Context: an optimization exercise on an open-source flow, tuned for small area, a short achievable clock period and few clock cycles. The choices shown serve that exercise and are no tape-out recipe. At most, simulation tests tie the RTL to the original design; equivalence was not proved. Only the layout flow was run in runs 2 to 5; the RTL was not checked for function there. No activity file was given, so power comes from the tool's default toggle rates.

## design/flow/run.sh

```bash
#!/bin/bash
# synth_recipe.tcl (not shown) runs the flow's synth.tcl, then flattens the netlist and writes it again
# the make line also repeats each setting of config.mk as NAME=value (left out here)
make -C /OpenROAD-flow-scripts/flow DESIGN_CONFIG=/design/flow/config.mk WORK_HOME=/design/flow/orfs CLKGATE_MAP_FILE= SYNTH_SCRIPT=/design/flow/synth_recipe.tcl finish
```

## design/flow/config.mk

```make
export PLATFORM = sky130hd
export DESIGN_NAME = syncchan
export DESIGN_NICKNAME = syncchan
export VERILOG_FILES = /design/flow/design.v
export SDC_FILE = /design/flow/constraint.sdc
export NUM_CORES = 4
export LEC_CHECK = 0
export CAP_MARGIN = 20
export CORE_MARGIN = 2
export CORE_UTILIZATION = 40
export SETUP_SLACK_MARGIN = 5
export SLEW_MARGIN = 20
```

## design/flow/constraint.sdc

```tcl
create_clock -name core_clock -period 10.0 [get_ports {clk}]
set_input_delay 2.0000 -clock core_clock [delete_from_list [all_inputs] [get_ports {clk}]]
set_output_delay 2.0000 -clock core_clock [all_outputs]
set_load 0.01 [all_outputs]
```

## design/flow/design.v

```verilog
module syncchan (
    input             clk,
    input             rst,           
    input      [8:0]  prog_len,      
    input      [63:0] sprite,        
    output     [7:0]  prog_addr,
    input      [15:0] prog_data,
    input             rel_valid,     
    input      [7:0]  rel_data,
    output            held,          
    output            tx_valid,      
    output     [7:0]  tx_data,
    output            io_rd,
    output            io_wr,
    output     [15:0] io_addr,
    output     [7:0]  io_wdata,
    input      [7:0]  io_rdata,
    output            draw_valid,
    output     [1:0]  draw_op,       
    output     [8:0]  draw_x,
    output     [7:0]  draw_y,
    output            done,
    output            fault,
    output     [1:0]  fault_cause,   
    output     [15:0] fault_info     
);
    localparam [7:0]  PX_RESET = 8'd128, PY_RESET = 8'd96, WPOS_RESET = 8'd0;
    localparam [7:0] OP_WAIT = 8'h01, OP_EMITC = 8'h02, OP_EMITHI = 8'h03, OP_EMITH = 8'h04,
                     OP_KSAMP = 8'h05, OP_JSAMP = 8'h06, OP_MSAMP = 8'h07, OP_PSTEP = 8'h08,
                     OP_RENDER = 8'h09, OP_PBTN = 8'h0A, OP_PSCR = 8'h0B, OP_JMP = 8'h0C;
    localparam [1:0] S_FETCH = 2'd0, S_EXEC = 2'd1, S_DONE = 2'd2, S_FAULT = 2'd3;
    localparam [1:0] F_ILLEGAL = 2'd1, F_UNWRITTEN = 2'd2, F_BADTARGET = 2'd3;
    reg [1:0]  state;
    reg [8:0]  na;           
    reg [15:0] ir;           
    reg        ir_fault;     
    reg [1:0]  ir_fcause;
    reg        ir_wait;      
    reg        ir_jmp;       
    reg        ir_prep;      
    reg [2:0]  step;
    reg        rel;          
    reg [7:0]  jw_tag;
    reg        jw_v;
    reg [7:0]  txr;          
    reg        rpass;        
    reg [2:0]  rj;           
    reg [7:0]  rem;          
    reg        ax;           
    reg        bv;           
    reg        bop;
    reg [8:0]  bx;
    reg [7:0]  by;
    reg [4:0] kf [0:7];      
    reg [7:0] joy;
    reg [7:0] mx, my, mb, pmx, pmy, pmb;
    reg [7:0] ppx, ppy, pwpos;
    reg       kf_v, joy_v, m_v, pm_v, pp_v;
    reg [7:0] px, py, wpos;
    reg [3:0] sdx, sdy;
    reg       sfar;
    wire [3:0] op  = ir[11:8];
    wire [7:0] arg = ir[7:0];
    wire exec = (state == S_EXEC);
    wire run  = exec && !ir_fault;
    wire is_wait   = (op == 4'h1);
    wire is_emitc  = (op == 4'h2);
    wire is_emithi = (op == 4'h3);
    wire is_emith  = (op == 4'h4);
    wire is_ksamp  = (op == 4'h5);
    wire is_jsamp  = (op == 4'h6);
    wire is_msamp  = (op == 4'h7);
    wire is_pstep  = (op == 4'h8);
    wire is_render = (op == 4'h9);
    wire is_pbtn   = (op == 4'hA);
    wire is_pscr   = (op == 4'hB);
    function [7:0] hexchar(input [3:0] n);
        case (n)
            4'hA: hexchar = 8'h41;
            4'hB: hexchar = 8'h42;
            4'hC: hexchar = 8'h43;
            4'hD: hexchar = 8'h44;
            4'hE: hexchar = 8'h45;
            4'hF: hexchar = 8'h46;
            default: hexchar = {4'h3, n};
        endcase
    endfunction
    wire [7:0] dx = mx - pmx;
    wire [7:0] dy = my - pmy;
    wire [3:0] dwn = mb[7:4] - pmb[7:4];
    wire [7:0] dw = {{4{dwn[3]}}, dwn};
    reg [7:0] xr;
    always @(*) begin
        case (arg[4:0])
            5'h00, 5'h01, 5'h02, 5'h03, 5'h04, 5'h05, 5'h06, 5'h07:
                   xr = {3'b111, kf[arg[2:0]]};
            5'h08: xr = joy;
            5'h09: xr = mx;
            5'h0A: xr = my;
            5'h0B: xr = mb;
            5'h0C: xr = pmx;
            5'h0D: xr = pmy;
            5'h0E: xr = pmb;
            5'h0F: xr = dx;
            5'h10: xr = dy;
            5'h11: xr = dw;
            5'h12: xr = px;
            5'h13: xr = py;
            5'h14: xr = ppx;
            5'h15: xr = ppy;
            5'h16: xr = wpos;
            5'h17: xr = pwpos;
            default: xr = 8'h00;
        endcase
    end
    wire [8:0] x1 = {1'b0, px} + {dx[7], dx};
    wire signed [9:0] y1 = $signed({2'b00, py}) + $signed({{2{dy[7]}}, dy});
    wire signed [9:0] w1 = $signed({2'b00, wpos}) + $signed({{6{dwn[3]}}, dwn});
    wire [7:0] px_next = x1[7:0];
    wire       y_hi = (y1 > 10'sd191);
    wire       y_lo = (y1 < 10'sd0);
    wire [7:0] py_next = y_hi ? 8'd1 : y_lo ? 8'd192 : y1[7:0];
    wire [7:0] wpos_next = (w1 < 10'sd0)   ? 8'd0 :
                           (w1 > 10'sd191) ? 8'd191 : w1[7:0];
    wire dx_small = (dx[7:3] == 5'b00000) || (dx[7:3] == 5'b11111 && dx[2:0] != 3'd0);
    wire dy_small = (dy[7:3] == 5'b00000) || (dy[7:3] == 5'b11111 && dy[2:0] != 3'd0);
    wire x_wrap = x1[8];
    wire [3:0] sdx_next = 4'd0 - dx[3:0];
    wire [3:0] sdy_next = 4'd0 - dy[3:0];
    wire       sfar_next = !dx_small || !dy_small || x_wrap || y_hi || y_lo;
    wire go = rel | (rel_valid & (rel_data != 8'h00));
    assign prog_addr = (exec && ir_jmp) ? arg : na[7:0];
    assign done  = (state == S_DONE);
    assign fault = (state == S_FAULT);
    assign fault_cause = ir_fcause;
    reg [7:0] fname;
    always @(*) begin
        case (op)
            4'h4: begin
                case (arg[4:0])
                    5'h0F: fname = m_v ? 8'h0C : 8'h09;
                    5'h10: fname = m_v ? 8'h0D : 8'h0A;
                    5'h11: fname = m_v ? 8'h0E : 8'h0B;
                    default: fname = arg;
                endcase
            end
            4'h8:    fname = m_v ? 8'h0C : 8'h09;
            4'h9:    fname = 8'h14;
            4'hA:    fname = 8'h0B;
            4'hB:    fname = 8'h17;
            default: fname = arg;
        endcase
    end
    assign fault_info  = (ir_fcause == F_ILLEGAL) ? ir : {8'h00, fname};
    assign held = exec && ir_wait && !rel;
    assign tx_valid = run && (is_emitc || is_emithi || is_emith) && !ir_prep;
    assign tx_data  = txr;
    assign io_rd    = run && (is_ksamp || is_jsamp || (is_msamp && step[0]));
    assign io_wr    = run && is_msamp && !step[0];
    assign io_addr  = is_ksamp ? {~(8'd1 << step), 8'hFE} :
                      is_jsamp ? 16'h001F : {8'h00, 6'b110111, step[0], 1'b1};
    assign io_wdata = {6'd0, (is_msamp && !step[0]) ? step[2:1] + 2'd1 : 2'd0};
    assign draw_valid = run && ((is_render && bv) || is_pbtn || is_pscr);
    assign draw_op = is_render ? {1'b0, bop} : is_pbtn ? 2'd2 : 2'd3;
    assign draw_x  = is_render ? bx : is_pbtn ? {7'd0, arg[1:0]} : {1'b0, pwpos};
    assign draw_y  = is_render ? by : is_pbtn ? {7'd0, mb[arg[1:0]]} : wpos;
    wire [2:0] c0;                    
    wire [7:0] rem_rest;
    wire       rlast_row = (rem_rest == 8'h00);
    reg cmd_last;
    always @(*) begin
        if (ir_wait)
            cmd_last = go;
        else case (op)
            4'h3, 4'h4:    cmd_last = step[0] && !ir_prep;
            4'h5:          cmd_last = (step == 3'd7);
            4'h7:          cmd_last = (step == 3'd5);
            4'h9:          cmd_last = ax;
            default:       cmd_last = 1'b1;
        endcase
    end
    wire wr_kf   = run && is_ksamp;
    wire wr_joy  = run && is_jsamp;
    wire ms      = run && is_msamp;
    wire wr_pm   = ms && step == 3'd0;
    wire wr_mx   = ms && step == 3'd1;
    wire wr_my   = ms && step == 3'd3;
    wire wr_mb   = ms && step == 3'd5;
    wire wr_ps   = run && is_pstep;
    wire kf_vn  = kf_v  || (wr_kf && step == 3'd7);
    wire joy_vn = joy_v || wr_joy;
    wire m_vn   = m_v   || wr_mb;
    wire pm_vn  = wr_pm ? m_v : pm_v;
    wire pp_vn  = pp_v  || wr_ps;
    wire [7:0] fop  = prog_data[15:8];
    wire [7:0] farg = prog_data[7:0];
    reg       f_illegal, f_unw;
    always @(*) begin
        f_illegal = 1'b0; f_unw = 1'b0;
        case (fop)
            OP_WAIT, OP_KSAMP, OP_JSAMP, OP_MSAMP:
                f_illegal = (farg != 8'h00);
            OP_EMITC, OP_EMITHI, OP_JMP: ;
            OP_EMITH: begin
                f_illegal = (farg > 8'h17);
                case (farg[4:0])
                    5'h00, 5'h01, 5'h02, 5'h03, 5'h04, 5'h05, 5'h06, 5'h07: f_unw = !kf_vn;
                    5'h08: f_unw = !joy_vn;
                    5'h09, 5'h0A, 5'h0B: f_unw = !m_vn;
                    5'h0C, 5'h0D, 5'h0E: f_unw = !pm_vn;
                    5'h0F, 5'h10, 5'h11: f_unw = !m_vn || !pm_vn;
                    5'h14, 5'h15, 5'h17: f_unw = !pp_vn;
                    default: ;
                endcase
            end
            OP_PSTEP: begin
                f_illegal = (farg != 8'h00); f_unw = !m_vn || !pm_vn;
            end
            OP_RENDER: begin f_illegal = (farg != 8'h00); f_unw = !pp_vn; end
            OP_PSCR:   begin f_illegal = (farg != 8'h00); f_unw = !pp_vn; end
            OP_PBTN:   begin f_illegal = (farg > 8'h03);  f_unw = !m_vn; end
            default: f_illegal = 1'b1;
        endcase
    end
    wire f_badtgt = (fop == OP_JMP) && ({1'b0, farg} >= prog_len);
    wire [7:0] joy_f   = wr_joy ? io_rdata : joy;
    wire [3:0] fast_hi = farg[3] ? joy_f[7:4] : {3'b111, kf[farg[2:0]][4]};
    wire       f_slow  = (farg[4:0] > 5'h08) || (wr_kf && farg[4:0] == 5'h07);
    wire [7:0] f_tx    = (fop == OP_EMITC)  ? farg :
                         (fop == OP_EMITHI) ? hexchar(farg[7:4]) : hexchar(fast_hi);
    wire [3:0] esdx = wr_ps ? sdx_next : sdx;
    wire [3:0] esdy = wr_ps ? sdy_next : sdy;
    wire       efar = wr_ps ? sfar_next : sfar;
    wire       in_render = run && is_render;
    wire       lp = in_render && (rpass ^ (rj == 3'd7));
    wire [2:0] lj = in_render ? rj + 3'd1 : 3'd0;
    function [7:0] srow(input [2:0] j);    
        integer c;
        for (c = 0; c < 8; c = c + 1)
            srow[c] = sprite[{j, 3'd7 - c[2:0]}];
    endfunction
    wire [7:0] arow = srow(lj);
    wire [3:0] nj4 = {1'b0, lj} + esdy;          
    wire [7:0] nrow = srow(nj4[2:0]);
    wire [15:0] nrow_ext = esdx[3] ? {nrow, 8'h00} : {8'h00, nrow};
    wire [15:0] nsh_w = nrow_ext >> esdx[2:0];
    wire [7:0]  nsh = (efar || nj4[3]) ? 8'h00 : nsh_w[7:0];
    wire [7:0]  lmask = lp ? arow : (arow & ~nsh);
    reg [2:0] c0r;
    integer k;
    always @(*) begin
        c0r = 3'd0;
        for (k = 7; k >= 0; k = k - 1)
            if (rem[k]) c0r = k[2:0];
    end
    assign c0 = c0r;
    assign rem_rest = rem & ~(8'd1 << c0);
    wire [7:0] rax = rpass ? px : ppx;
    wire [7:0] ray = rpass ? py : ppy;
    wire fetch = (state == S_FETCH) || (run && cmd_last);
    wire at_end = !(exec && ir_jmp) && (na == prog_len);
    wire rfetch = fetch && !at_end && (prog_data == 16'h0900);
    wire fuse = jw_v && (fop == OP_JMP) && (farg == jw_tag);
    always @(posedge clk) begin
        if (rst) begin
            state <= S_FETCH;
            na    <= 9'd0;
            rel   <= 1'b0;
            jw_v  <= 1'b0;
            kf_v <= 1'b0; joy_v <= 1'b0; m_v <= 1'b0; pm_v <= 1'b0; pp_v <= 1'b0;
            px <= PX_RESET; py <= PY_RESET; wpos <= WPOS_RESET;
        end else begin
            if (run && ir_wait && go)
                rel <= 1'b0;                         
            else if (rel_valid)
                rel <= (rel_data != 8'h00);
            if (exec && ir_fault)
                state <= S_FAULT;
            else if (fetch) begin
                if (at_end)
                    state <= S_DONE;
                else begin
                    state <= S_EXEC;
                    na    <= {1'b0, fuse ? farg : prog_addr} + 9'd1;
                end
            end
            if (fetch && exec && ir_jmp)
                jw_v <= (prog_data == 16'h0100);
            kf_v <= kf_vn; joy_v <= joy_vn; m_v <= m_vn; pm_v <= pm_vn; pp_v <= pp_vn;
            if (wr_ps) begin
                px <= px_next; py <= py_next; wpos <= wpos_next;
            end
        end
        if (wr_kf) kf[step] <= io_rdata[4:0];
        if (wr_joy) joy <= io_rdata;
        if (wr_pm) begin pmx <= mx; pmy <= my; pmb <= mb; end
        if (wr_mx) mx <= io_rdata;
        if (wr_my) my <= ~io_rdata;
        if (wr_mb) mb <= io_rdata;
        if (wr_ps) begin
            ppx <= px; ppy <= py; pwpos <= wpos;
            sdx <= sdx_next; sdy <= sdy_next; sfar <= sfar_next;
        end
        if (run && ir_prep)
            ir_prep <= 1'b0;
        txr <= hexchar(ir_prep ? xr[7:4] : is_emithi ? arg[3:0] : xr[3:0]);
        if (run && !ir_prep)
            step <= step + 3'd1;
        bop <= rpass;
        bx  <= {1'b0, rax} + {6'd0, c0};
        by  <= ray + {5'd0, rj};
        if (rfetch) begin
            rpass <= 1'b0; rj <= 3'd0; rem <= lmask;
            ax <= 1'b0; bv <= 1'b0;
        end else if (in_render && !ax) begin
            bv  <= (rem != 8'h00);
            if (rlast_row) begin
                if (rpass && rj == 3'd7)
                    ax <= 1'b1;
                else begin
                    rpass <= lp; rj <= lj; rem <= lmask;
                end
            end else
                rem <= rem_rest;
        end
        if (fetch && exec && ir_jmp)
            jw_tag <= arg;
        if (fetch) begin
            ir        <= prog_data;
            step      <= 3'd0;
            ir_fault  <= f_illegal || f_unw || f_badtgt;
            ir_fcause <= f_illegal ? F_ILLEGAL : f_badtgt ? F_BADTARGET : F_UNWRITTEN;
            ir_wait   <= fuse || (prog_data == 16'h0100);
            ir_jmp    <= !fuse && (fop == OP_JMP);
            ir_prep   <= (fop == OP_EMITH) && f_slow;
            txr       <= f_tx;
        end
    end
endmodule
```

==> results of run 1 <==
-- worst reg2reg max path: stages, from the launching register on --
cell	delay (ns)
edfxtp_1	0.49
buf_4	0.21
nor4b_4	0.42
nand2_2	0.08
buf_4	0.27
nand2_1	0.14
o21ai_0	0.16
ha_2	0.26
fa_2	0.81
mux4_2	0.38
mux2_2	0.33
mux2i_1	0.21
mux2i_1	0.13
and3_1	0.20
a311oi_1	0.26
nor4_1	0.07
o21ai_0	0.15
-- power by group through the flow --
stage / Combinational [mW] / Clock (mW) / Sequential [mW]
after floorplan: 0.514 / 0 / 1.20
after global placement: 0.854 / 0 / 1.26
after detailed placement: 0.856 / 0 / 1.26
after CTS: 0.932 / 1.08 / 1.22
after global routing: 1.02 / 1.12 / 1.22
final: 0.961 / 1.06 / 1.21
-- registers in the layout (all words and copies together) (netlist names), 9 cells and up, named ones only --
register	count
kf	40
na	9
ir	16
bx	9
-- cells by family after synthesis --
kind of cell | after synthesis
and+or+nand+nor | 574
AOI/OAI and AO/OA | 402
DFF | 247
buffers and inverters | 205
muxes | 101
adders and majority gates | 87
xor gates and xnor gates | 77
other | 2
-- stage by stage --
step	instance area (um2)	power, mW	hold slack [ns]	util	instances
2_1_floorplan	16300	1.72	0.354	-	1702
3_3_place_gp	18500	2.11	0.406	0.464	2326
3_5_place_dp	18500	2.12	0.426	0.464	2327
4_1_cts	19700	3.23	0.429	0.494	2401
5_1_grt	19900	3.36	0.435	0.498	2408
6_report	19900	3.23	0.423	0.498	2408
-- final timing paths --
kind                                       to  slack (ns)  cells past startpoint
worst max-delay path            fault_info[1]        5.02                      8
worst min-delay path                      bop        0.42                      0
worst max register to register         rem[2]        5.30                     16
worst min register to register            bop        0.42                      0
-- synthesized netlist by cell type, types with 10 or more instances --
cell type	number
nand2_1	127
buf_4	13
clkbuf_1	63
and3_1	30
mux2i_1	45
nor2b_1	29
o211ai_1	14
edfxtp_1	154
xnor2_1	46
inv_1	96
o22ai_1	12
nor3_1	32
o21ai_0	72
a22oi_1	14
a32o_1	14
a211oi_1	19
buf_1	11
a21oi_1	101
nand4_1	18
a21o_1	18
nand3_1	82
and2_1	25
nor4_1	16
mux2_2	27
dfxtp_1	93
a22o_1	17
buf_2	18
mux4_2	29
o21a_1	11
a31oi_1	11
ha_1	78
nand2b_1	17
nor2_1	127
a32oi_1	10
xor2_1	30
-- repair_timing --
| action | 4_1_cts | 5_1_grt |
|---|---|---|
| setup endpoints to repair | 44 | 22 |
| resized for setup | 25 | 16 |
| pin swaps | 0 | 1 |
| setup buffers | 22 | 7 |
-- per-layer routing --
layer	up-vias	track usage	wire, um
li1	6623	-	-
met3	80	0.0388	4040
met4	0	0.0755	1570
met2	563	0.411	25600
met5	-	0	0
met1	6906	0.348	22900
-- final cells by class --
type	instances	share of cell area
Multi-Input combinational cell	1250	0.461
Timing Repair Buffer	235	0.113
Clock inverter	22	0.0104
Inverter	99	0.0190
Sequential cell	247	0.327
Tap cell	525	0.0331
Clock buffer	30	0.0367
==> qor.yml, run 1 <==
run_status:
  status: "timing/DRC/antenna clean"
clocking:
  insertion_delay_ns: 0.57
  cts.clk_slew.worst_paths_ns: 0.06
  cts_hold_buf: 0
  cts_buffer_depth: 3
  cts_made_buffers: 29
  cts-root-buf: "clkbuf_16"
  cts_tree: "done"
  htreeDepth: 1
  clkSinkCount: 247
floorplan:
  initial_utilization: 0.408
  die_w_um: 206
  core_area_um2: 39900
  ios: 192
  die_h_um: 206
  dieArea_um2: 42300
  num_rows: 73
finish:
  area.growth.synth_to_final_pct: 22.0
  multi_input_area_um2: 9150
  fin_nets: 2057
  n_fill_cell: 3647
  layout_commonest_cell: "clkdlybuf4s50_1"
  drive_gt1_frac: 0.112
  layout_common_cells: "clkdlybuf4s50_1 (180), edfxtp_1 (154), nor2_1 (127)"
  seqCellArea_um2: 6490
  diodes: 0
logic_synthesis:
  synth_fa_ha_area_frac: 0.0710
  synth_top_family_by_area: "simple AND/OR/NAND/NOR gates"
  synth_edf_count: 154
  synth_compound_area_frac: 0.168
  yosys-top-cells-area: "edfxtp_1 (28%), dfxtp_1 (11%), ha_1 (6.0%), mux4_2 (4.0%), a21oi_1 (3.1%)"
  synth_xor_area_frac: 0.0424
  synth-simple-area-share: 0.181
  ys_ff_latch: 247
  yosysWarnings: 1
  syn_area_um2: 16300
  synth_cell_types: 92
  synth-main-ff-cell: "edfxtp_1"
  yosysTopAreaCell: "edfxtp_1"
  muxShareOfSynthArea: 0.0865
  ys_seq_area_frac: 0.398
  synth_top_area_share: 0.284
  synth_area_per_cell_um2: 9.60
  async_flop_share: 0
  synthCells: 1695
routing:
  vias: 14200
  firstDrtPassIters: 5
  routed_wl_um: 54000
  first_iter_violations: 1246
  route.detailed.drc: 0
  final_antenna_net_count: 0
  wl_per_cell_um: 22.4
  avgViaCountPerCell: 5.89
sta:
  fin_crit_ns: 4.98
  timing.final.crit_share: 0.498
  rsz0062_at_grt: "true"
  skew_ns: 0.0241
  setup_viol_count_final: 0
  worst_pin_slew_ns: 1.05
  drv_slew: 0
  fin_ws_ns: 5.02
  worst_slew_margin_rel: 0.298
  setup-tns-final_ns: 0
  finalHoldViolCount: 0
  max_freq_ghz: 0.201
power_and_ir_drop:
  pwr-share-clk: 0.327
  p_switching_mw: 1.05
  worst_ir_drop_vdd_v: 0.000126
  seqPwrFrac: 0.376
  p_int_mw: 2.18
  power_density_nw_per_um2: 163
  pwr-share-comb: 0.297
  swShare: 0.325
  p_leak_nw: 7.66
critical_path:
  worst_ep_required_time_ns: 8.00
  crit_chain: "buf_4 > nor2b_4 > nand2_1 > nor3_4 > o21bai_1 > a22oi_1 > o21ai_1 > clkdlybuf4s50_1"
  critPathKind: "reg -> out"
  crit_start: "ir[3]"
  arrival_ns: 2.98
  start_kind: "flop"
  cpPeakStageDelay_ns: 0.59
  endpoint_kind: "primary output"
  crit_buf_inv: 2
  critPathSlowestCell: "clkdlybuf4s50_1"
  cp_max_fo: 6
  rr_startpoint: "ir[8]"
  cp_top_family: "buffers and inverters"
grt:
  globalRouteTotalUtil: 0.253
  antenna_found_initial: 1
  overflow: 0
  grt_pass1_wl_um: 81800
  grt_start_max_net_pins: 44
  grt_pass1_vias: 13600
place:
  gp_congestion: 0.879
  hpwl_um: 40500
  preCtsSetupSlack_ns: 4.44
  portBuffers: 182
min_path:
  hp-start: "rpass"
  min_path_type: "reg -> reg"
flow_run:
  maxCapViolCount: 0
Testbench counts, summed over its fixed seeds: cycles 11,506.
==> run 2, diff against run 1 <==
--- a/design/flow/design.v
+++ b/design/flow/design.v
@@ -7,18 +7,18 @@
     input      [15:0] prog_data,
     input             rel_valid,     
     input      [7:0]  rel_data,
-    output            held,          
-    output            tx_valid,      
-    output     [7:0]  tx_data,
-    output            io_rd,
-    output            io_wr,
+    output reg        held,          
+    output reg        tx_valid,      
+    output reg [7:0]  tx_data,
+    output reg        io_rd,
+    output reg        io_wr,
     output     [15:0] io_addr,
     output     [7:0]  io_wdata,
     input      [7:0]  io_rdata,
-    output            draw_valid,
-    output     [1:0]  draw_op,       
-    output     [8:0]  draw_x,
-    output     [7:0]  draw_y,
+    output reg        draw_valid,
+    output reg [1:0]  draw_op,       
+    output reg [8:0]  draw_x,
+    output reg [7:0]  draw_y,
     output            done,
     output            fault,
     output     [1:0]  fault_cause,   
@@ -42,15 +42,13 @@
     reg        rel;          
     reg [7:0]  jw_tag;
     reg        jw_v;
-    reg [7:0]  txr;          
+    reg [7:0]  io_hi;        
+    reg        io_kb, io_joy;    
+    reg [1:0]  io_wd;        
     reg        rpass;        
     reg [2:0]  rj;           
     reg [7:0]  rem;          
     reg        ax;           
-    reg        bv;           
-    reg        bop;
-    reg [8:0]  bx;
-    reg [7:0]  by;
     reg [4:0] kf [0:7];      
     reg [7:0] joy;
     reg [7:0] mx, my, mb, pmx, pmy, pmb;
@@ -129,10 +127,13 @@
     wire [3:0] sdy_next = 4'd0 - dy[3:0];
     wire       sfar_next = !dx_small || !dy_small || x_wrap || y_hi || y_lo;
     wire go = rel | (rel_valid & (rel_data != 8'h00));
-    assign prog_addr = (exec && ir_jmp) ? arg : na[7:0];
+    assign prog_addr = na[7:0];
     assign done  = (state == S_DONE);
     assign fault = (state == S_FAULT);
     assign fault_cause = ir_fcause;
+    assign fault_info  = ir;
+    assign io_addr  = {io_hi, ~io_joy, ~io_joy, io_kb, 3'b111, ~io_wr, ~io_kb};
+    assign io_wdata = {6'd0, io_wd};
     reg [7:0] fname;
     always @(*) begin
         case (op)
@@ -151,19 +152,6 @@
             default: fname = arg;
         endcase
     end
-    assign fault_info  = (ir_fcause == F_ILLEGAL) ? ir : {8'h00, fname};
-    assign held = exec && ir_wait && !rel;
-    assign tx_valid = run && (is_emitc || is_emithi || is_emith) && !ir_prep;
-    assign tx_data  = txr;
-    assign io_rd    = run && (is_ksamp || is_jsamp || (is_msamp && step[0]));
-    assign io_wr    = run && is_msamp && !step[0];
-    assign io_addr  = is_ksamp ? {~(8'd1 << step), 8'hFE} :
-                      is_jsamp ? 16'h001F : {8'h00, 6'b110111, step[0], 1'b1};
-    assign io_wdata = {6'd0, (is_msamp && !step[0]) ? step[2:1] + 2'd1 : 2'd0};
-    assign draw_valid = run && ((is_render && bv) || is_pbtn || is_pscr);
-    assign draw_op = is_render ? {1'b0, bop} : is_pbtn ? 2'd2 : 2'd3;
-    assign draw_x  = is_render ? bx : is_pbtn ? {7'd0, arg[1:0]} : {1'b0, pwpos};
-    assign draw_y  = is_render ? by : is_pbtn ? {7'd0, mb[arg[1:0]]} : wpos;
     wire [2:0] c0;                    
     wire [7:0] rem_rest;
     wire       rlast_row = (rem_rest == 8'h00);
@@ -258,15 +246,23 @@
     wire [7:0] rax = rpass ? px : ppx;
     wire [7:0] ray = rpass ? py : ppy;
     wire fetch = (state == S_FETCH) || (run && cmd_last);
-    wire at_end = !(exec && ir_jmp) && (na == prog_len);
-    wire rfetch = fetch && !at_end && (prog_data == 16'h0900);
+    wire at_end = (na == prog_len);
+    wire fetch_go = fetch && !at_end;
+    wire rfetch = fetch_go && (prog_data == 16'h0900);
     wire fuse = jw_v && (fop == OP_JMP) && (farg == jw_tag);
+    wire f_ok = !(f_illegal || f_unw || f_badtgt);
+    wire more = run && !cmd_last;             
+    wire rel_n = (run && ir_wait && go) ? 1'b0 : rel_valid ? (rel_data != 8'h00) : rel;
+    wire [7:0] mb_n    = wr_mb ? io_rdata : mb;
+    wire [7:0] pwpos_n = wr_ps ? wpos : pwpos;
+    wire [7:0] wpos_n  = wr_ps ? wpos_next : wpos;
     always @(posedge clk) begin
         if (rst) begin
             state <= S_FETCH;
             na    <= 9'd0;
             rel   <= 1'b0;
             jw_v  <= 1'b0;
+            tx_valid <= 1'b0; io_rd <= 1'b0; io_wr <= 1'b0; draw_valid <= 1'b0; held <= 1'b0;
             kf_v <= 1'b0; joy_v <= 1'b0; m_v <= 1'b0; pm_v <= 1'b0; pp_v <= 1'b0;
             px <= PX_RESET; py <= PY_RESET; wpos <= WPOS_RESET;
         end else begin
@@ -281,11 +277,14 @@
                     state <= S_DONE;
                 else begin
                     state <= S_EXEC;
-                    na    <= {1'b0, fuse ? farg : prog_addr} + 9'd1;
+                    na    <= (fop == OP_JMP && !fuse) ? {1'b0, farg} :
+                             {1'b0, fuse ? farg : prog_addr} + 9'd1;
                 end
             end
             if (fetch && exec && ir_jmp)
                 jw_v <= (prog_data == 16'h0100);
+            if (exec && ir_fault && ir_fcause != F_ILLEGAL)
+                ir <= {8'h00, fname};
             kf_v <= kf_vn; joy_v <= joy_vn; m_v <= m_vn; pm_v <= pm_vn; pp_v <= pp_vn;
             if (wr_ps) begin
                 px <= px_next; py <= py_next; wpos <= wpos_next;
@@ -303,17 +302,13 @@
         end
         if (run && ir_prep)
             ir_prep <= 1'b0;
-        txr <= hexchar(ir_prep ? xr[7:4] : is_emithi ? arg[3:0] : xr[3:0]);
+        tx_data <= hexchar(ir_prep ? xr[7:4] : is_emithi ? arg[3:0] : xr[3:0]);
         if (run && !ir_prep)
             step <= step + 3'd1;
-        bop <= rpass;
-        bx  <= {1'b0, rax} + {6'd0, c0};
-        by  <= ray + {5'd0, rj};
         if (rfetch) begin
             rpass <= 1'b0; rj <= 3'd0; rem <= lmask;
-            ax <= 1'b0; bv <= 1'b0;
+            ax <= 1'b0;
         end else if (in_render && !ax) begin
-            bv  <= (rem != 8'h00);
             if (rlast_row) begin
                 if (rpass && rj == 3'd7)
                     ax <= 1'b1;
@@ -333,7 +328,38 @@
             ir_wait   <= fuse || (prog_data == 16'h0100);
             ir_jmp    <= !fuse && (fop == OP_JMP);
             ir_prep   <= (fop == OP_EMITH) && f_slow;
-            txr       <= f_tx;
+            tx_data   <= f_tx;
+        end
+        if (fetch_go) begin
+            draw_op <= {1'b1, fop[0]};
+            draw_x  <= (fop[0] == 1'b0) ? {7'd0, farg[1:0]} : {1'b0, pwpos_n};
+            draw_y  <= (fop[0] == 1'b0) ? {7'd0, mb_n[farg[1:0]]} : wpos_n;
+            io_hi   <= (fop == OP_KSAMP) ? 8'hFE : 8'h00;
+            io_kb   <= (fop == OP_KSAMP);
+            io_joy  <= (fop == OP_JSAMP);
+            io_wd   <= (fop == OP_MSAMP) ? 2'd1 : 2'd0;
+        end else begin
+            draw_op <= {1'b0, rpass};
+            draw_x  <= {1'b0, rax} + {6'd0, c0};
+            draw_y  <= ray + {5'd0, rj};
+            io_hi   <= {io_hi[6:0], io_hi[7]};
+            io_wd   <= (is_msamp && step[0]) ? {1'b1, step[1]} : 2'd0;
+        end
+        if (!rst) begin
+            if (fetch_go) begin
+                tx_valid   <= f_ok && (fop == OP_EMITC || fop == OP_EMITHI ||
+                                       (fop == OP_EMITH && !f_slow));
+                io_rd      <= f_ok && (fop == OP_KSAMP || fop == OP_JSAMP);
+                io_wr      <= f_ok && (fop == OP_MSAMP);
+                draw_valid <= f_ok && (fop == OP_PBTN || fop == OP_PSCR);
+                held       <= f_ok && (prog_data == 16'h0100 || fuse) && !rel_n;
+            end else begin
+                tx_valid   <= more && (is_emithi || is_emith);
+                io_rd      <= more && (is_ksamp || (is_msamp && !step[0]));
+                io_wr      <= more && is_msamp && step[0];
+                draw_valid <= more && is_render && (rem != 8'h00);
+                held       <= more && ir_wait;
+            end
         end
     end
 endmodule
==> run 2 against run 1 <==
Still clean on timing, DRC and antenna. Count of clock-buffer cells in the layout is 9 higher. Combinational power is 43% lower. Synthesized cell count is 4.8% higher. Sequential power is 3% higher. Non-clock buffer count is 14 lower. Critical endpoint is now rem[1]. Largest cell class unchanged. Largest power group unchanged. Highest routed layer unchanged.
==> qor.yml, run 2 <==
routing:
  final_antenna_net_count: 0
  first_iter_violations: 1386
  routed_wl_um: 58900
  vias: 14700
  route.detailed.drc: 0
  avgViaCountPerCell: 5.95
  wl_per_cell_um: 23.8
  firstDrtPassIters: 6
grt:
  grt_start_max_net_pins: 47
  grt_pass1_wl_um: 88800
  overflow: 0
  globalRouteTotalUtil: 0.264
  antenna_found_initial: 0
  grt_pass1_vias: 14400
min_path:
  min_path_type: "reg -> reg"
logic_synthesis:
  synth_top_family_by_area: "simple AND/OR/NAND/NOR gates"
  yosysWarnings: 1
  synth-simple-area-share: 0.182
  synth_cell_types: 107
  muxShareOfSynthArea: 0.0942
  synth_edf_count: 144
  async_flop_share: 0
  synth_fa_ha_area_frac: 0.0651
  synthCells: 1777
  synth.top_cells.by_count: "nor2_1 (147), edfxtp_1 (144), nand2_1 (142)"
  synth_xor_area_frac: 0.0360
  synth_compound_area_frac: 0.168
  yosysMostFrequentCell: "nor2_1"
  synth_area_per_cell_um2: 9.53
  syn_area_um2: 16900
  synth_top_area_share: 0.255
  synth-main-ff-cell: "edfxtp_1"
  yosys-top-cells-area: "edfxtp_1 (26%), dfxtp_1 (14%), ha_1 (5.4%), mux2i_1 (3.8%), mux4_2 (3.7%)"
  ys_ff_latch: 264
  yosysTopAreaCell: "edfxtp_1"
  ys_seq_area_frac: 0.397
critical_path:
  endpoint_kind: "flop"
  arrival_ns: 5.16
  critPathKind: "reg -> reg"
  crit_top_cell: "and3_1"
  critPathSlowestCell: "edfxtp_1"
  start_kind: "flop"
  cp_max_fo: 11
  cpPeakStageDelay_ns: 0.60
  crit_chain: "nor2b_1 > and3_1 > nand2_1 > clkinv_1 > ha_1 > xor2_4 > mux2i_1 > and3_1 > a211oi_1 > a31oi_1 > o221ai_1 > nor4b_1 > o22ai_1"
  worst_ep_required_time_ns: 10.34
sta:
  timing.final.crit_share: 0.482
  fin_crit_ns: 4.82
  finalHoldViolCount: 0
  fin_ws_ns: 5.18
  setup-tns-final_ns: 0
  worst_slew_margin_rel: 0.242
  max_freq_ghz: 0.207
  skew_ns: 0.0274
  rsz0062_at_grt: "false"
  worst_pin_slew_ns: 1.14
  setup_viol_count_final: 0
  drv_slew: 0
finish:
  diodes: 0
  fin_nets: 2106
  layout_commonest_cell: "clkdlybuf4s50_1"
  reg_top3: "kf (40), ir (16)"
  drive_gt1_frac: 0.0975
  n_fill_cell: 3917
  largest_reg_flops: 40
  layout_common_cells: "clkdlybuf4s50_1 (181), nor2_1 (146), edfxtp_1 (144)"
  top_register: "kf"
  area.growth.synth_to_final_pct: 19.5
place:
  portBuffers: 182
  gp_congestion: 0.980
  hpwl_um: 44100
  preCtsSetupSlack_ns: 3.95
power_and_ir_drop:
  p_switching_mw: 0.832
  seqPwrFrac: 0.434
  p_leak_nw: 7.62
  power_density_nw_per_um2: 142
  pwr-share-comb: 0.189
  worst_ir_drop_vdd_v: 0.000139
  p_int_mw: 2.04
  pwr-share-clk: 0.377
  swShare: 0.290
floorplan:
  num_rows: 75
  die_w_um: 210
  die_h_um: 210
  initial_utilization: 0.405
  core_area_um2: 41900
  ios: 192
  dieArea_um2: 44000
clocking:
  cts_buffer_depth: 3
  htreeDepth: 1
  cts-root-buf: "clkbuf_16"
  cts.clk_slew.worst_paths_ns: 0.06
  cts_made_buffers: 29
  insertion_delay_ns: 0.60
  cts_hold_buf: 0
  cts_tree: "done"
  clkSinkCount: 264
run_status:
  status: "timing/DRC/antenna clean"
flow_run:
  maxCapViolCount: 0
[run 2: cell type report]
type / instances / area [um2] / area share
clock buffers: 39 / 805 / 0.0397
clock inverters: 15 / 146 / 0.00723
inverters: 110 / 418 / 0.0206
multi-input cells: 1290 / 9370 / 0.463
flip-flops and latches: 264 / 6730 / 0.332
well taps: 539 / 674 / 0.0333
repair buffers: 221 / 2110 / 0.104
[run 2: per-stage QoR]
step / power, mW / hold WS, ns / area (um2) / util / cells
floorplan: 1.55 / 0.420 / 17000 / - / 1784
global placement: 1.80 / 0.438 / 19100 / 0.457 / 2416
detailed placement: 1.80 / 0.442 / 19100 / 0.457 / 2416
CTS: 2.88 / 0.452 / 20100 / 0.481 / 2471
global route: 2.97 / 0.477 / 20300 / 0.484 / 2478
finish: 2.87 / 0.447 / 20300 / 0.484 / 2478
[run 2: what timing repair did]
item,CTS,global route
pin swaps,0,4
gates resized for setup,9,12
setup buffers,1,7
endpoints found under the setup margin,40,30
cloned,0,0
[run 2: path summary, 6_finish.rpt]
check | start | end | slack [ns] | depth (start not counted)
hold reg to reg | io_hi[2] | io_hi[3] | 0.45 | 2
setup / recovery | ir[11] | rem[1] | 5.18 | 13
hold / removal | io_hi[2] | io_hi[3] | 0.45 | 2
setup reg to reg | ir[11] | rem[1] | 5.18 | 13
[run 2: cell families after synthesis]
group / after synthesis
buffers and inverters: 230
other: 2
muxes: 121
AOI/OAI and AO/OA: 421
and+or+nand+nor: 588
adders and majority gates: 83
xor gates and xnor gates: 68
DFF: 264
[run 2: worst max-delay path, delay by kind of cell (launching register included)]
kind	cells	cell delay, ns
AND/OR/NAND/NOR	5	1.55
flip-flops	1	0.60
buffers and inverters	1	0.43
AO/OA/AOI/OAI	4	0.71
adder cells (fa/ha/maj)	1	0.55
multiplexers	1	0.26
XOR/XNOR	1	0.44
[run 2: routing by layer]
metal	vias to the layer above	routed length, um	track usage
met2	583	27400	0.433
met4	0	2030	0.0873
met5	-	0	0
met1	7230	25900	0.360
li1	6814	-	-
met3	106	3670	0.0362
[run 2: power by group through the flow]
| stage | logic [mW] | clock network (mW) | registers [mW] |
|---|---|---|---|
| after floorplan | 0.309 | 0 | 1.24 |
| after global routing | 0.577 | 1.14 | 1.25 |
| final | 0.544 | 1.08 | 1.25 |
| after global placement | 0.528 | 0 | 1.27 |
| after detailed placement | 0.530 | 0 | 1.27 |
| after CTS | 0.533 | 1.10 | 1.25 |
==> run 3, diff against run 2 <==
==> design/flow/flow/run.sh (new file) <==
#!/bin/bash
set -euo pipefail
sed 's/SETUP_SLACK_MARGIN=5/SETUP_SLACK_MARGIN=6/' standard.sh > standard_m.sh
bash standard_m.sh > standard.log 2>&1
==> design/flow/standard.sh (new file) <==
#!/bin/bash
# synth_recipe.tcl (not shown) runs the flow's synth.tcl, then flattens the netlist and writes it again
# the make line also repeats each setting of config.mk as NAME=value (left out here)
make -C /OpenROAD-flow-scripts/flow DESIGN_CONFIG=/design/flow/config.mk WORK_HOME=/design/flow/orfs CLKGATE_MAP_FILE= SYNTH_SCRIPT=/design/flow/synth_recipe.tcl "${@:-finish}"
removed: design/flow/run.sh
==> run 3 against run 2 <==
Still clean. Non-clock buffer count is 74 higher. Cell area is 8.9% higher. Register-to-register slack better by 0.67 ns. Worst hold slack hardly changed. Clock power is 7% higher. Sequential cell count stayed put. Area after synthesis stayed put. Clock skew is 0.0050 ns lower. Largest cell class unchanged. Largest power group unchanged.
==> qor.yml, run 3 <==
flow_run:
  maxCapViolCount: 0
sta:
  max_freq_ghz: 0.241
  rsz0062_at_grt: "true"
  setup-tns-final_ns: 0
  skew_ns: 0.0224
  drv_slew: 0
  fin_crit_ns: 4.16
  worst_slew_margin_rel: 0.312
  setup_viol_count_final: 0
  timing.final.crit_share: 0.416
  finalHoldViolCount: 0
  worst_pin_slew_ns: 1.02
power_and_ir_drop:
  power.total_mw: 3.02
  power_density_nw_per_um2: 137
  worst_ir_drop_vdd_v: 0.000126
  p_leak_nw: 8.36
logic_synthesis:
  synth_area_per_cell_um2: 9.53
  async_flop_share: 0
  ys_seq_area_frac: 0.397
  yosys-top-cells-area: "edfxtp_1 (26%), dfxtp_1 (14%), ha_1 (5.4%), mux2i_1 (3.8%), mux4_2 (3.7%)"
  yosysTopAreaCell: "edfxtp_1"
  synth_edf_count: 144
  yosysWarnings: 1
  synth-main-ff-cell: "edfxtp_1"
  synth.top_cells.by_count: "nor2_1 (147), edfxtp_1 (144), nand2_1 (142)"
  synth_cell_types: 107
  syn_area_um2: 16900
  ys_ff_latch: 264
  yosysMostFrequentCell: "nor2_1"
  synthCells: 1777
  synth_top_area_share: 0.255
clocking:
  cts_hold_buf: 0
  htreeDepth: 1
  cts_tree: "done"
  cts_made_buffers: 29
  cts-root-buf: "clkbuf_16"
  cts_buffer_depth: 3
  insertion_delay_ns: 0.59
  cts.clk_slew.worst_paths_ns: 0.06
  clkSinkCount: 264
critical_path:
  endpoint_kind: "flop"
  rr_startpoint: "pmy[0]"
  start_kind: "flop"
  arrival_ns: 4.59
  cp_max_fo: 8
  critPathKind: "reg -> reg"
  r2r-end: "rem[7]"
  r2r_slack_ns: 5.84
  worst_ep_required_time_ns: 10.43
  r2r_cells: 16
floorplan:
  dieArea_um2: 44000
  die_w_um: 210
  die_h_um: 210
  core_area_um2: 41900
  initial_utilization: 0.405
  num_rows: 75
  ios: 192
grt:
  grt_pass1_wl_um: 93700
  antenna_found_initial: 2
  grt_start_max_net_pins: 47
  overflow: 0
  globalRouteTotalUtil: 0.279
  grt_pass1_vias: 15100
finish:
  utilization: 0.527
  drive_gt1_frac: 0.196
  multi_input_area_um2: 10300
  reg_top3: "kf (40), ir (16)"
  layout_commonest_cell: "clkdlybuf4s50_1"
  area.growth.synth_to_final_pct: 30.2
  n_fill_cell: 3758
  layout_common_cells: "clkdlybuf4s50_1 (165), edfxtp_1 (144), nor2_1 (142)"
  fin_nets: 2181
  largest_reg_flops: 40
  seqCellArea_um2: 6730
  top_register: "kf"
  fin_cells: 2556
place:
  hpwl_um: 44600
  portBuffers: 182
  gp_congestion: 0.937
  dp.cells: 2414
routing:
  firstDrtPassIters: 6
  routed_wl_um: 62900
  avgViaCountPerCell: 6.04
  first_iter_violations: 1575
  route.detailed.drc: 0
  wl_per_cell_um: 24.6
  vias: 15400
  final_antenna_net_count: 0
run_status:
  status: "timing/DRC/antenna clean"
min_path:
  hp-start: "io_hi[2]"
  min_path_cells: 2
  hold-path-endpoint: "io_hi[3]"
  min_path_type: "reg -> reg"
==> run 3: cell count changes in the layout (fill, tap and decap cells not counted), moves of 10 or more <==
cell             previous run  this run
ha_1                       72        58
nor4_1                     18         8
ha_4                        1        12
clkdlybuf4s50_1           181       165
buf_12                      0        12
buf_4                      39        92
==> run 3: metal layers <==
metal	part of all wire	vias to the layer above	wire length, um	GRT usage
li1	-	6992	-	-
met1	0.42	7581	26300	0.378
met2	0.47	720	29700	0.460
met3	0.071	135	4440	0.0373
met4	0.039	0	2440	0.0951
met5	0	-	0	0
==> run 3: what timing repair did <==
| item | CTS | global route |
|---|---|---|
| gates cloned | 6 | 2 |
| pin swaps | 42 | 37 |
| buffers inserted | 51 | 26 |
| endpoints found under the setup margin | 92 | 61 |
| hold endpoints to repair | 0 | 0 |
| gates resized for setup | 201 | 77 |
==> run 3: cell families after synthesis <==
kind of cell             synth area share
buffers and inverters              0.0578
other                            0.000443
AO/OA/AOI/OAI                       0.168
flip-flops                          0.397
AND/OR/NAND/NOR                     0.182
adder cells (fa/ha/maj)            0.0651
multiplexers                       0.0942
XOR/XNOR                           0.0360
==> run 3: critical path, cell delays in order (launching register included) <==
cell,delay [ns]
edfxtp_1,0.43
ha_4,0.20
fa_2,0.64
ha_4,0.24
nand2_4,0.07
nand2_4,0.06
fa_2,0.61
buf_12,0.15
mux4_2,0.30
mux2_4,0.32
a21oi_2,0.13
a21oi_2,0.04
mux2_4,0.28
and3_4,0.19
a21oi_4,0.12
nor4_4,0.07
o22ai_1,0.14
==> run 3: cell type report <==
type / instances / share of cell area
antenna: 3 / 0.000340
tap: 539 / 0.0306
clock buffer: 37 / 0.0347
inverter: 110 / 0.0199
sequential: 264 / 0.305
timing repair buffer: 295 / 0.133
clock inverter: 17 / 0.0113
multi-input combinational: 1291 / 0.465
==> run 3: metrics by stage <==
step,worst slack (ns),hold WS [ns],area [um2]
finish,5.84,0.446,22100
global route,5.72,0.475,22000
CTS,5.81,0.447,21500
detailed placement,3.96,0.436,19200
global placement,4.12,0.437,19200
floorplan,5.78,0.420,17100
==> run 3: report_power, final <==
part           internal (mW)  total (mW)  switching, mW
combinational          0.275       0.623          0.348
clock                  0.698        1.16          0.465
sequential              1.19        1.23         0.0446
==> run 3: how the worst max path moves through the flow <==
| stage | startpoint | endpoint | cells past startpoint |
|---|---|---|---|
| 6_report | pmy[0] | rem[7] | 16 |
| 5_1_grt | pmy[5] | rem[2] | 16 |
| 4_1_cts | pmy[0] | rem[2] | 15 |
| 3_5_place_dp | rel_data[5] | draw_y[2] | 12 |
| 3_3_place_gp | rel_data[1] | draw_y[4] | 12 |
| 2_1_floorplan | prog_data[6] | draw_valid | 10 |
==> run 4, diff against run 3 <==
==> design/flow/flow/run.sh (replaced) <==
#!/bin/bash
set -euo pipefail
sed 's/SETUP_SLACK_MARGIN=5/SETUP_SLACK_MARGIN=7/' standard.sh > standard_m.sh
bash standard_m.sh > standard.log 2>&1
==> run 4 against run 3 <==
Sequential share of layout area shrank 3.4 points. Total power rose by 8.5%. First-iteration DRC count shrank 1.9%. Non-clock buffer count up 153. Sequential power about the same. Combinational power rose by 42%. Die area unchanged. Clock skew is 0.0047 ns lower. Cell area increased by 14%. Critical path depth shrank 2. Largest cell class unchanged. Highest routed layer is now met5.
==> qor.yml, run 4 <==
run_status:
  status: "timing/DRC/antenna clean"
routing:
  first_iter_violations: 1545
  final_antenna_net_count: 0
  route.detailed.drc: 0
  routed_wl_um: 67200
  avgViaCountPerCell: 6.04
  firstDrtPassIters: 7
  vias: 16400
  wl_per_cell_um: 24.7
critical_path:
  endpoint_kind: "flop"
  r2r_slack_ns: 5.78
  cp_max_fo: 7
  start_kind: "flop"
  worst_ep_required_time_ns: 10.33
  r2r-end: "rem[7]"
  critPathKind: "reg -> reg"
  rr_startpoint: "pmy[0]"
  arrival_ns: 4.55
  r2r_cells: 14
power_and_ir_drop:
  power_density_nw_per_um2: 130
  p_leak_nw: 9.81
  worst_ir_drop_vdd_v: 0.000134
place:
  hpwl_um: 43300
  portBuffers: 182
  gp_congestion: 0.970
logic_synthesis:
  muxShareOfSynthArea: 0.0942
  async_flop_share: 0
  synth_xor_area_frac: 0.0360
  synth_top_area_share: 0.255
  synth_edf_count: 144
  synth_compound_area_frac: 0.168
  synth_fa_ha_area_frac: 0.0651
  syn_area_um2: 16900
  synth-simple-area-share: 0.182
  synth-main-ff-cell: "edfxtp_1"
  yosysMostFrequentCell: "nor2_1"
  synth_area_per_cell_um2: 9.53
  synth.top_cells.by_count: "nor2_1 (147), edfxtp_1 (144), nand2_1 (142)"
  yosysWarnings: 1
  yosysTopAreaCell: "edfxtp_1"
  synth_cell_types: 107
  ys_seq_area_frac: 0.397
  synth_top_family_by_area: "simple AND/OR/NAND/NOR gates"
  yosys-top-cells-area: "edfxtp_1 (26%), dfxtp_1 (14%), ha_1 (5.4%), mux2i_1 (3.8%), mux4_2 (3.7%)"
  ys_ff_latch: 264
  synthCells: 1777
min_path:
  hold-path-endpoint: "pmb[1]"
  min_path_type: "reg -> reg"
  hp-start: "mb[1]"
  min_path_cells: 0
sta:
  max_freq_ghz: 0.237
  finalHoldViolCount: 0
  setup_viol_count_final: 0
  timing.final.crit_share: 0.422
  worst_slew_margin_rel: 0.315
  worst_pin_slew_ns: 1.02
  rsz0062_at_grt: "true"
  setup-tns-final_ns: 0
  drv_slew: 0
  skew_ns: 0.0177
  fin_crit_ns: 4.22
finish:
  largest_reg_flops: 40
  reg_top3: "kf (40), ir (16)"
  top_register: "kf"
  utilization: 0.600
  fin_nets: 2345
  area.growth.synth_to_final_pct: 48.2
  drive_gt1_frac: 0.392
  diodes: 0
  layout_commonest_cell: "buf_4"
  layout_common_cells: "buf_4 (157), edfxtp_1 (144), buf_6 (129)"
clocking:
  clkSinkCount: 264
  cts_made_buffers: 31
  cts.clk_slew.worst_paths_ns: 0.06
  insertion_delay_ns: 0.60
  cts-root-buf: "clkbuf_16"
  cts_tree: "done"
  htreeDepth: 1
  cts_hold_buf: 0
  cts_buffer_depth: 3
flow_run:
  maxCapViolCount: 0
floorplan:
  ios: 192
  num_rows: 75
  die_w_um: 210
  initial_utilization: 0.405
  die_h_um: 210
  dieArea_um2: 44000
  core_area_um2: 41900
grt:
  grt_start_max_net_pins: 47
  globalRouteTotalUtil: 0.294
  antenna_found_initial: 1
  grt_pass1_wl_um: 98900
  grt_pass1_vias: 16000
  overflow: 0
## run 4: critical path, cell delays in order, from the launching register on
cell,delay [ns]
edfxtp_1,0.44
ha_4,0.22
fa_2,0.66
buf_6,0.14
inv_4,0.03
ha_4,0.20
a211o_1,0.31
a211oi_4,0.36
a2bb2oi_2,0.12
xor2_2,0.22
o31ai_2,0.11
a221oi_4,0.38
a31oi_4,0.28
nor4_4,0.34
o22ai_1,0.10
## run 4: power by group
part	leakage [nW]	internal, mW	switching (mW)
combinational	7.02	0.436	0.447
sequential	2.30	1.19	0.0473
clock	0.492	0.665	0.488
total	9.81	2.29	0.983
## run 4: logic make-up (layout without fill, tap and decap cells)
| kind of cell | count (synthesis) | after routing |
|---|---|---|
| compound gates | 421 | 421 |
| xor+xnor | 68 | 68 |
| fa+ha+maj | 83 | 83 |
| buf+inv | 230 | 619 |
| flops | 264 | 264 |
| mux | 121 | 121 |
| other cells | 2 | 9 |
| simple gates | 588 | 594 |
## run 4: worst max-delay path by stage
stage                      start    endpoint  slack [ns]  depth (start not counted)
global placement     rel_data[5]      rem[5]        4.14                         13
floorplan           prog_data[6]  draw_valid        5.78                         10
CTS                        my[0]      rem[7]        5.85                         17
detailed placement   rel_data[4]      rem[4]        4.03                         13
finish                    pmy[0]      rem[7]        5.78                         14
global route              pmy[0]      rem[7]        5.69                         14
## run 4: final cells by class
type / count / area, um2
clock inverters: 21 / 221
clock buffers: 36 / 815
fillers: 3400 / 16700
repair buffers: 448 / 4640
repair inverters: 4 / 87.6
flip-flops and latches: 264 / 6810
multi-input cells: 1296 / 11400
well taps: 539 / 674
inverters: 110 / 478
## run 4: what timing repair did
item | 4_1_cts | 5_1_grt
resized for setup | 801 | 209
buffers inserted | 172 | 65
hold endpoints to repair | 0 | 0
pin swaps | 89 | 83
cloned | 17 | 3
setup endpoints to repair | 234 | 243
## run 4: per-stage QoR
step                      total power [mW]  worst slack (ns)  hold WS (ns)  area (um2)  instances
after detailed placement              1.81              4.03         0.433       19600       2404
after global placement                1.81              4.14         0.435       19600       2404
after global routing                  3.36              5.69         0.478       25100       2718
after CTS                             3.19              5.85         0.450       23700       2650
final                                 3.27              5.78         0.464       25100       2718
after floorplan                       1.58              5.78         0.420       17800       1784
## run 4: metal layers
| layer | track usage | vias up | wire (um) |
|---|---|---|---|
| li1 | - | 7331 | - |
| met1 | 0.383 | 8109 | 26800 |
| met2 | 0.490 | 781 | 32100 |
| met3 | 0.0485 | 204 | 5220 |
| met4 | 0.119 | 2 | 3040 |
| met5 | 0 | - | 18 |
==> run 5, diff against run 4 <==
--- a/design/flow/design.v
+++ b/design/flow/design.v
@@ -216,9 +216,9 @@
     wire       f_slow  = (farg[4:0] > 5'h08) || (wr_kf && farg[4:0] == 5'h07);
     wire [7:0] f_tx    = (fop == OP_EMITC)  ? farg :
                          (fop == OP_EMITHI) ? hexchar(farg[7:4]) : hexchar(fast_hi);
-    wire [3:0] esdx = wr_ps ? sdx_next : sdx;
-    wire [3:0] esdy = wr_ps ? sdy_next : sdy;
-    wire       efar = wr_ps ? sfar_next : sfar;
+    wire [3:0] esdx = sdx;
+    wire [3:0] esdy = sdy;
+    wire       efar = sfar;
     wire       in_render = run && is_render;
     wire       lp = in_render && (rpass ^ (rj == 3'd7));
     wire [2:0] lj = in_render ? rj + 3'd1 : 3'd0;
@@ -277,8 +277,8 @@
                     state <= S_DONE;
                 else begin
                     state <= S_EXEC;
-                    na    <= (fop == OP_JMP && !fuse) ? {1'b0, farg} :
-                             {1'b0, fuse ? farg : prog_addr} + 9'd1;
+                    na    <= fuse ? {1'b0, farg} + 9'd1 :
+                             (fop == OP_JMP) ? {1'b0, farg} : na + 9'd1;
                 end
             end
             if (fetch && exec && ir_jmp)
@@ -298,7 +298,6 @@
         if (wr_mb) mb <= io_rdata;
         if (wr_ps) begin
             ppx <= px; ppy <= py; pwpos <= wpos;
-            sdx <= sdx_next; sdy <= sdy_next; sfar <= sfar_next;
         end
         if (run && ir_prep)
             ir_prep <= 1'b0;
@@ -320,6 +319,9 @@
         end
         if (fetch && exec && ir_jmp)
             jw_tag <= arg;
+        if (fetch_go && fop == OP_PSTEP) begin
+            sdx <= sdx_next; sdy <= sdy_next; sfar <= sfar_next;
+        end
         if (fetch) begin
             ir        <= prog_data;
             step      <= 3'd0;
==> design/flow/flow/run.sh (replaced) <==
#!/bin/bash
set -euo pipefail
sed 's/SETUP_SLACK_MARGIN=5/SETUP_SLACK_MARGIN=6/' standard.sh > standard_m.sh
bash standard_m.sh > standard.log 2>&1
==> run 5 against run 4 <==
Global-route usage down 3.1 points. Still clean. Count of clock-buffer cells in the layout grew 12. Combinational power is 39% lower. Core utilization fell by 9.1 points. Wire length decreased by 11%. Via count shrank 8.1%. Cell count is 7.5% lower. Largest cell class unchanged. Critical endpoint is now io_rd. Clock power barely moved. Synthesized cell count shrank 1.7%. First-iteration DRC count down 4.5%.
==> qor.yml, run 5 <==
critical_path:
  start_kind: "input pin"
  cp_max_fo: 16
  critPathKind: "in -> reg"
  arrival_ns: 4.51
  endpoint_kind: "flop"
  worst_ep_required_time_ns: 10.48
sta:
  holdWs_ns: 0.443
  fin_crit_ns: 4.03
  worst_slew_margin_rel: 0.274
  worst_pin_slew_ns: 1.08
  setup_viol_count_final: 0
  max_freq_ghz: 0.248
  drv_slew: 0
  finalHoldViolCount: 0
  rsz0062_at_grt: "true"
  timing.final.crit_share: 0.403
  skew_ns: 0.0163
  setup-tns-final_ns: 0
logic_synthesis:
  synth_area_per_cell_um2: 9.61
  synth_edf_count: 153
  yosysMostFrequentCell: "nand2_1"
  synth-main-ff-cell: "edfxtp_1"
  ys_ff_latch: 264
  yosysWarnings: 1
  synth_cell_types: 90
  synth_top_area_share: 0.274
  yosysTopAreaCell: "edfxtp_1"
  synth.top_cells.by_count: "nand2_1 (174), edfxtp_1 (153), dfxtp_1 (111)"
  async_flop_share: 0
  yosys-top-cells-area: "edfxtp_1 (27%), dfxtp_1 (13%), ha_1 (5.7%), mux4_2 (4.0%), nand2_1 (3.9%)"
  ys_seq_area_frac: 0.406
  synthCells: 1747
  syn_area_um2: 16800
clocking:
  cts.clk_slew.worst_paths_ns: 0.06
  cts_hold_buf: 0
  htreeDepth: 1
  cts_tree: "done"
  insertion_delay_ns: 0.57
  clkSinkCount: 264
  cts_buffer_depth: 3
  cts_made_buffers: 31
  cts-root-buf: "clkbuf_16"
floorplan:
  die_w_um: 209
  dieArea_um2: 43600
  num_rows: 75
  die_h_um: 209
  initial_utilization: 0.403
  ios: 192
  core_area_um2: 41700
grt:
  grt_pass1_vias: 14400
  antenna_found_initial: 2
  grt_start_max_net_pins: 49
  overflow: 0
  grt_pass1_wl_um: 88300
  globalRouteTotalUtil: 0.263
flow_run:
  maxCapViolCount: 0
routing:
  routed_wl_um: 59600
  vias: 15100
  final_antenna_net_count: 0
  route.detailed.drc: 0
  first_iter_violations: 1475
  wl_per_cell_um: 23.7
  avgViaCountPerCell: 6.01
  firstDrtPassIters: 5
power_and_ir_drop:
  seqPwrFrac: 0.420
  power.total_mw: 2.93
  worst_ir_drop_vdd_v: 0.000142
  swShare: 0.273
  p_switching_mw: 0.801
  p_int_mw: 2.13
  pwr-share-clk: 0.397
  pwr-share-comb: 0.183
  power_density_nw_per_um2: 138
  p_leak_nw: 8.12
finish:
  fin_cells: 2515
  reg_top3: "kf (40), ir (16)"
  layout_common_cells: "nand2_1 (172), clkdlybuf4s50_1 (166), edfxtp_1 (153)"
  largest_reg_flops: 40
  drive_gt1_frac: 0.159
  fin_nets: 2144
  area.growth.synth_to_final_pct: 26.2
  layout_commonest_cell: "nand2_1"
  top_register: "kf"
place:
  gp_congestion: 0.968
  portBuffers: 182
  hpwl_um: 43100
  dp.cells: 2382
run_status:
  status: "timing/DRC/antenna clean"
min_path:
  min_path_type: "reg -> reg"
## run 5: cell types whose count changed after synthesis, moves of 10 or more
cell     previous run  this run
xnor2_1            39        49
and3_1             12        23
o21ai_1            10         0
nor3_1             48        38
o22ai_1            34         9
nor2b_1            17        34
nor2_1            147        97
mux2i_1            65        32
o21ai_0            78        66
nand2_1           142       174
nand3_1            53        63
a31oi_1            16        28
## run 5: critical path: stages
cell	delay (ns)
clkdlybuf4s15_2	0.50
clkinv_1	0.50
nand3_1	0.21
or4_1	0.12
a31oi_1	0.09
o21a_1	0.20
a311oi_2	0.25
nand4_1	0.21
buf_4	0.20
o32ai_2	0.23
## run 5: path summary, 6_finish.rpt
kind                startpoint        to  slack (ns)  depth (start not counted)
setup / recovery  prog_data[3]     io_rd        5.97                         10
hold / removal        io_hi[2]  io_hi[3]        0.44                          2
setup reg to reg      ir_fault    rem[7]        6.01                         15
hold reg to reg       io_hi[2]  io_hi[3]        0.44                          2
## run 5: cell type report
cell class              count  area [um2]
fillers                  3833       20500
multi-input cells        1267        9580
flip-flops and latches    264        6820
repair buffers            273        2570
clock buffers              48         987
well taps                 539         674
inverters                 112         459
clock inverters             9        78.8
repair inverters            1        6.26
diodes                      2        5.00
## run 5: what timing repair did
| item | CTS | global route |
|---|---|---|
| pin swaps | 25 | 19 |
| buffers inserted | 36 | 33 |
| gates cloned | 4 | 1 |
| resized for setup | 101 | 65 |
| endpoints found under the setup margin | 138 | 62 |
| hold endpoints to repair | 0 | 0 |
## run 5: cells by family after synthesis
group           Yosys count  synth area share
compound gates          419             0.172
xor+xnor                 69            0.0360
fa+ha+maj                87            0.0687
buf+inv                 225            0.0560
flops                   264             0.406
mux                      93            0.0801
other cells               2          0.000447
simple gates            588             0.180
## run 5: power by group through the flow
stage	registers, mW	clock network, mW	logic (mW)
after global placement	1.27	0	0.476
after floorplan	1.24	0	0.288
final	1.23	1.16	0.536
after CTS	1.23	1.18	0.517
after global routing	1.24	1.22	0.565
after detailed placement	1.27	0	0.478
## run 5: metrics by stage
stage | instance area (um2) | setup WS (ns) | util
5_1_grt | 21200 | 5.86 | 0.508
3_3_place_gp | 19000 | 4.43 | 0.456
3_5_place_dp | 19000 | 4.32 | 0.456
2_1_floorplan | 16900 | 5.57 | -
4_1_cts | 20700 | 5.92 | 0.496
6_report | 21200 | 5.97 | 0.509
## run 5: metal layers
layer | vias to the layer above | routed length [um] | global-route usage
li1 | 6910 | - | -
met1 | 7370 | 26300 | 0.371
met2 | 705 | 26000 | 0.404
met3 | 119 | 5130 | 0.0515
met4 | 0 | 2150 | 0.0924
met5 | - | 0 | 0

-- separate check: timing with driven ports --
Ports are ideal in the flow. The routed layouts listed here were re-timed in OpenROAD. Step 1: set_driving_cell puts a clkbuf_16 on clk and a buf_2 on each other input, an assumption about the parent block. Step 2 also shifts input and output timing later by t, the mid clock arrival at the registers, as if the neighbouring blocks saw the same clock. a / b / c = ideal / step 1 / step 2; a / b = the first two.
run | t (ns) | slack for setup (ns) | hold slack, ns | clock arrival spread, ns | pins driven straight from the clock port
run 1 | 0.613 | 5.025 / 4.968 / 4.603 | 0.423 / 0.423 / 0.423 | 0.025 / 0.025 | 1
run 2 | 0.639 | 5.180 / 5.180 / 4.581 | 0.447 / 0.447 / 0.447 | 0.028 / 0.028 | 1
run 3 | 0.631 | 5.845 / 5.845 / 5.336 | 0.446 / 0.446 / 0.446 | 0.022 / 0.023 | 1
run 4 | 0.643 | 5.784 / 5.784 / 5.494 | 0.464 / 0.464 / 0.464 | 0.018 / 0.018 | 1
run 5 | 0.621 | 5.972 / 5.999 / 5.379 | 0.443 / 0.443 / 0.443 | 0.016 / 0.017 | 1
After both steps setup and hold are still met in every run listed. The setup slack of run 2, which loses most, moves by 0.000 ns with the drivers and by -0.599 ns with both steps.
